This design comes from an exercise in tuning for small area, a short achievable clock period and few clock cycles on the open sky130 flow, not from production work. Where RTL was checked, it was by simulation tests only, not by an equivalence proof against the original. Power figures rest on the tool's default switching activity, not on a simulated workload.

== indigo ==
==> flow/design.v (excerpt) <==
module mctp_tx (
    input  wire        clk,
    input  wire        rst,           
    input  wire        start_valid,
    output wire        start_ready,
    input  wire [12:0] cfg_len,       
    input  wire [7:0]  cfg_mtu,       
    input  wire [31:0] cfg_addr,      
    input  wire        cfg_to,        
    input  wire        cfg_pec_xor,   
    input  wire        cfg_mic,       
    input  wire        in_valid,
    output wire        in_ready,
    input  wire [7:0]  in_data,
    output reg         out_valid,
    input  wire        out_ready,
    output reg  [7:0]  out_data,
    output reg         out_sop,       
    output reg         out_eop        
);
==> flow/config.mk <==
export PLATFORM = sky130hd
export DESIGN_NAME = mctp_tx
export DESIGN_NICKNAME = mctp_tx
export VERILOG_FILES = /design/flow/design.v
export SDC_FILE = /design/flow/constraint.sdc
export NUM_CORES = 4
export LEC_CHECK = 0
export CAP_MARGIN = 20
export CORE_MARGIN = 2
export CORE_UTILIZATION = 40
export CTS_BUF_LIST = sky130_fd_sc_hd__clkbuf_8
export CTS_CLUSTER_SIZE = 30
export SETUP_SLACK_MARGIN = 2.8
export SLEW_MARGIN = 20
export SYNTH_HIERARCHICAL = 1
export TNS_END_PERCENT = 10
==> flow/constraint.sdc <==
create_clock -name core_clock -period 5.0 [get_ports {clk}]
set_input_delay 1.0000 -clock core_clock [delete_from_list [all_inputs] [get_ports {clk}]]
set_output_delay 1.0000 -clock core_clock [all_outputs]
set_load 0.01 [all_outputs]
standard.sh (not shown) runs the stock make flow with config.mk's settings and CLKGATE_MAP_FILE= SYNTH_SCRIPT=/design/flow/synth_recipe.tcl, a recipe that flattens the netlist after the stock synthesis.
==> flow/flow/run.sh <==
#!/bin/bash
# The standard layout (standard.sh: the standard flow's synthesis and ORFS flow), with the
# port buffers made of sky130_fd_sc_hd__buf_1 cells instead of the default
# delay-buffer cells, and clock tree synthesis without dummy loads.
# make's full output goes to flow_make.log.
set -euo pipefail
export BUFFER_PORTS_ARGS="-buffer_cell sky130_fd_sc_hd__buf_1"
export CTS_ARGS="-sink_clustering_enable -repair_clock_nets -dont_use_dummy_load -buf_list sky130_fd_sc_hd__clkbuf_8 -sink_clustering_size 30"
bash standard.sh > flow_make.log 2>&1
Testbench counts of indigo, summed over its fixed seeds: cycles 49,716.
diff inputs: indigo => cedar
diff --git a/flow/design.v b/flow/design.v
--- a/flow/design.v
+++ b/flow/design.v
@@ -221,26 +221,26 @@
             hd     <= 1'b0;
             h      <= 8'd0;
             py     <= 1'b0;
             pc     <= 1'b0;
             in_rdy <= 1'b0;
         end else begin
             if (idle) begin
+                addr      <= cfg_addr;
+                to_bit    <= cfg_to;
+                pec_xor   <= cfg_pec_xor;
+                mic       <= cfg_mic;
+                m1        <= mtu_m1;
+                q         <= len_q;
+                first_pkt <= 1'b1;
+                seq       <= 2'd0;
+                h         <= 8'd1;
                 if (start_valid) begin
-                    idle      <= 1'b0;
-                    hd        <= 1'b1;
-                    h         <= 8'd1;
-                    addr      <= cfg_addr;
-                    to_bit    <= cfg_to;
-                    pec_xor   <= cfg_pec_xor;
-                    mic       <= cfg_mic;
-                    m1        <= mtu_m1;
-                    q         <= len_q;
-                    first_pkt <= 1'b1;
-                    seq       <= 2'd0;
+                    idle <= 1'b0;
+                    hd   <= 1'b1;
                 end
             end
             if (hd && prod) begin
                 h <= {h[6:0], 1'b0};
                 if (c32_ini)
                     crc32 <= {8'hFF, c32n[23:0]};
                 if (h[0]) begin
## What came out
A end point of the critical path of crc8[7] is what indigo shows, while start_ready belongs to cedar.
Diff cedar..indigo | chip height | negligible
Taking indigo as the reference, in cedar final period demand of the worst path went down by 0.11 ns, routed length per instance went up 0.87 µm, number of non-filler instances in the completed layout now sits higher.
Per the comparison of cedar with indigo, number of setup buffers added after CTS went down by 6, netlist area before placement went down by about 0.6%, synthesized cell count went down by about 1.3%, clock power share was more or less identical.
Testbench counts of cedar, summed over its fixed seeds: cycles 49,716.

========
Setup of job 101:
mctp_tx, a different RTL version from the one above (not shown whole).
Size in the first run: ~150 flip-flops, about 82 I/O pins.
clock: 5.0 ns
lec_check: 0
cap_margin: 20
core_margin: 2
core_utilization: 40
cts_buf_list: sky130_fd_sc_hd__clkbuf_8
cts_cluster_size: 30
setup_slack_margin: 2.8
slew_margin: 20
synth_hierarchical: 1
tns_end_percent: 10
Scripts as last shown in full above: flow/flow/run.sh
Testbench counts of job 101, summed over its fixed seeds: cycles 49,716.
Relative to job 101, the following input files were edited for job 102:
-- flow/design.v --
<<< job 101, line 93
    wire [31:0] c32n;
    wire        c32_ini = first_pkt && (h[0] || h[1] || h[2] || h[3]);
    wire [7:0]  c8b = ({8{h[5]}} & addr[23:16]) | ({8{h[6]}} & addr[31:24])
                    | ({8{h[7]}} & ctrl)         | ({8{py}} & mic_byte);
    wire [7:0]  c8r = h[5] ? 8'h07 : crc8;
    wire [7:0]  c8x = (py && fin) ? (crc8 ^ in_data) : (c8r ^ c8b);
    wire [7:0]  c8n;
    wire c32_t8, c32_t9, c32_t10, c32_t11, c32_t12, c32_t13, c32_t14, c32_t15, c32_t16, c32_t17, c32_t18, c32_t19, c32_t20, c32_t21, c32_t22, c32_t23, c32_t24, c32_t25, c32_t26, c32_t27, c32_t28, c32_t29, c32_t30, c32_t31, c32_t32, c32_t33, c32_t34, c32_t35, c32_t36, c32_t37, c32_t38, c32_t39, c32_t40, c32_t41, c32_t42, c32_t43, c32_t44, c32_t45, c32_t46, c32_t47, c32_t48, c32_t49, c32_t50;
>>> job 102, line 93
    wire [31:0] c32n;
    wire        c32_ini = first_pkt && (h[0] || h[1] || h[2] || h[3]);
    reg  [7:0]  c8b;
    always @(*) begin
        if (py)
            c8b = fin ? in_data : mic_byte;
        else
            c8b = ({8{h[5]}} & addr[23:16]) | ({8{h[6]}} & addr[31:24])
                | ({8{h[7]}} & ctrl);
    end
    wire [7:0]  c8x = crc8 ^ c8b;
    wire [7:0]  c8n;
    wire c32_t8, c32_t9, c32_t10, c32_t11, c32_t12, c32_t13, c32_t14, c32_t15, c32_t16, c32_t17, c32_t18, c32_t19, c32_t20, c32_t21, c32_t22, c32_t23, c32_t24, c32_t25, c32_t26, c32_t27, c32_t28, c32_t29, c32_t30, c32_t31, c32_t32, c32_t33, c32_t34, c32_t35, c32_t36, c32_t37, c32_t38, c32_t39, c32_t40, c32_t41, c32_t42, c32_t43, c32_t44, c32_t45, c32_t46, c32_t47, c32_t48, c32_t49, c32_t50;
<<< job 101, line 191
    assign in_ready    = in_rdy;
    always @(posedge clk) begin
        if (adv) begin
            if (skid_v) begin
                out_valid <= 1'b1;
>>> job 102, line 196
    assign in_ready    = in_rdy;
    always @(posedge clk) begin
        if (rst) begin
            out_valid <= 1'b0;
            skid_v    <= 1'b0;
        end else if (adv) begin
            if (skid_v) begin
                out_valid <= 1'b1;
<<< job 101, line 208
            skid_v <= 1'b1;
        end
        if (rst) begin
            out_valid <= 1'b0;
            skid_v    <= 1'b0;
        end
    end
    always @(posedge clk) begin
        begin
            if (idle) begin
                addr      <= cfg_addr;
>>> job 102, line 216
            skid_v <= 1'b1;
        end
    end
    always @(posedge clk) begin
        if (rst) begin
            idle   <= 1'b1;
            busy   <= 1'b0;
            hd     <= 1'b0;
            h      <= 8'd0;
            py     <= 1'b0;
            pc     <= 1'b0;
            in_rdy <= 1'b0;
        end else begin
            if (idle) begin
                addr      <= cfg_addr;
<<< job 101, line 257
                    micn <= (mic && (q[13] || (q[12:2] == 11'd0 && q[1:0] != 2'd3)))
                            ? 3'd3 - q[2:0] : 3'd0;
                if (h[5] || h[6] || h[7])
                    crc8 <= c8n;
>>> job 102, line 269
                    micn <= (mic && (q[13] || (q[12:2] == 11'd0 && q[1:0] != 2'd3)))
                            ? 3'd3 - q[2:0] : 3'd0;
                if (h[4])
                    crc8 <= 8'h07;    
                if (h[5] || h[6] || h[7])
                    crc8 <= c8n;
<<< job 101, line 294
                          : (h[7] && prod && !empty && !p_lt));
        end
        if (rst) begin
            idle   <= 1'b1;
            busy   <= 1'b0;
            hd     <= 1'b0;
            py     <= 1'b0;
            pc     <= 1'b0;
            in_rdy <= 1'b0;
        end
    end
endmodule
>>> job 102, line 308
                          : (h[7] && prod && !empty && !p_lt));
        end
    end
endmodule
Results
- Of job 101 and job 102, the higher sequential share of the synthesized area belongs to job 102.
- NOTE: inverter count in job 102 exceeds that of job 101
- Looking only at achievable frequency, and setting everything else aside, the higher value of job 101 and job 102 goes to job 101.
- Going from job 101 to job 102, the worst hold margin was found to have gone up by 0.0054 ns.
- Job 102 against job 101; routed length on met2 is up by more than 10%.
- Comparing job 102 against job 101, there is no change at all in number of failing setup endpoints in the final timing report.
- [compare] base=job 101 new=job 102: number of non-filler instances in the completed layout has increased; design area has increased; number of well-tap cells placed went up by 1.8%; number of antenna repair diodes went down 1.
- The run with more routed wire is job 102, not job 101.
- On met3 global-route usage: between job 101 and job 102, it ends up higher for job 102.
- Diff job 101 -> job 102: share of power burned in the clock network higher; average wire per cell in the routed design up about 1.4%.
For job 102, only the layout was checked, not whether the RTL still works.

-- port drivers added, routing unchanged --
How much do the figures lean on ideal ports? The routed layouts below were timed once more, with nothing changed but the port constraints. Step 1 sets driving cells, clkbuf_16 on the clock port and buf_2 on the other inputs (assumed; they add their load-dependent delay and slew). Step 2 also shifts input and output timing later by t, the mid clock arrival at the registers, as if the neighbouring blocks saw the same clock. Slacks: no drivers / after step 1 / after step 2; pairs: no drivers / after step 1.
run	t (ns)	slack for setup (ns)	worst hold slack (ns)	worst setup path at the end	worst register clock-pin slew, ns
indigo	0.488	2.619 / 2.618 / 2.129	0.518 / 0.518 / 0.518	input to register	0.09 / 0.09
cedar	0.494	2.731 / 2.688 / 2.281	0.499 / 0.499 / 0.499	input to register	0.09 / 0.09
job 101	0.486	2.679 / 2.701 / 2.215	0.466 / 0.466 / 0.466	input to register	0.10 / 0.10
job 102	0.486	2.652 / 2.652 / 2.178	0.471 / 0.471 / 0.471	input to register	0.09 / 0.09
After both steps setup and hold are still met in every run listed. For indigo, which loses most, drivers alone change the setup slack by -0.001 ns; drivers and shift together by -0.490 ns.
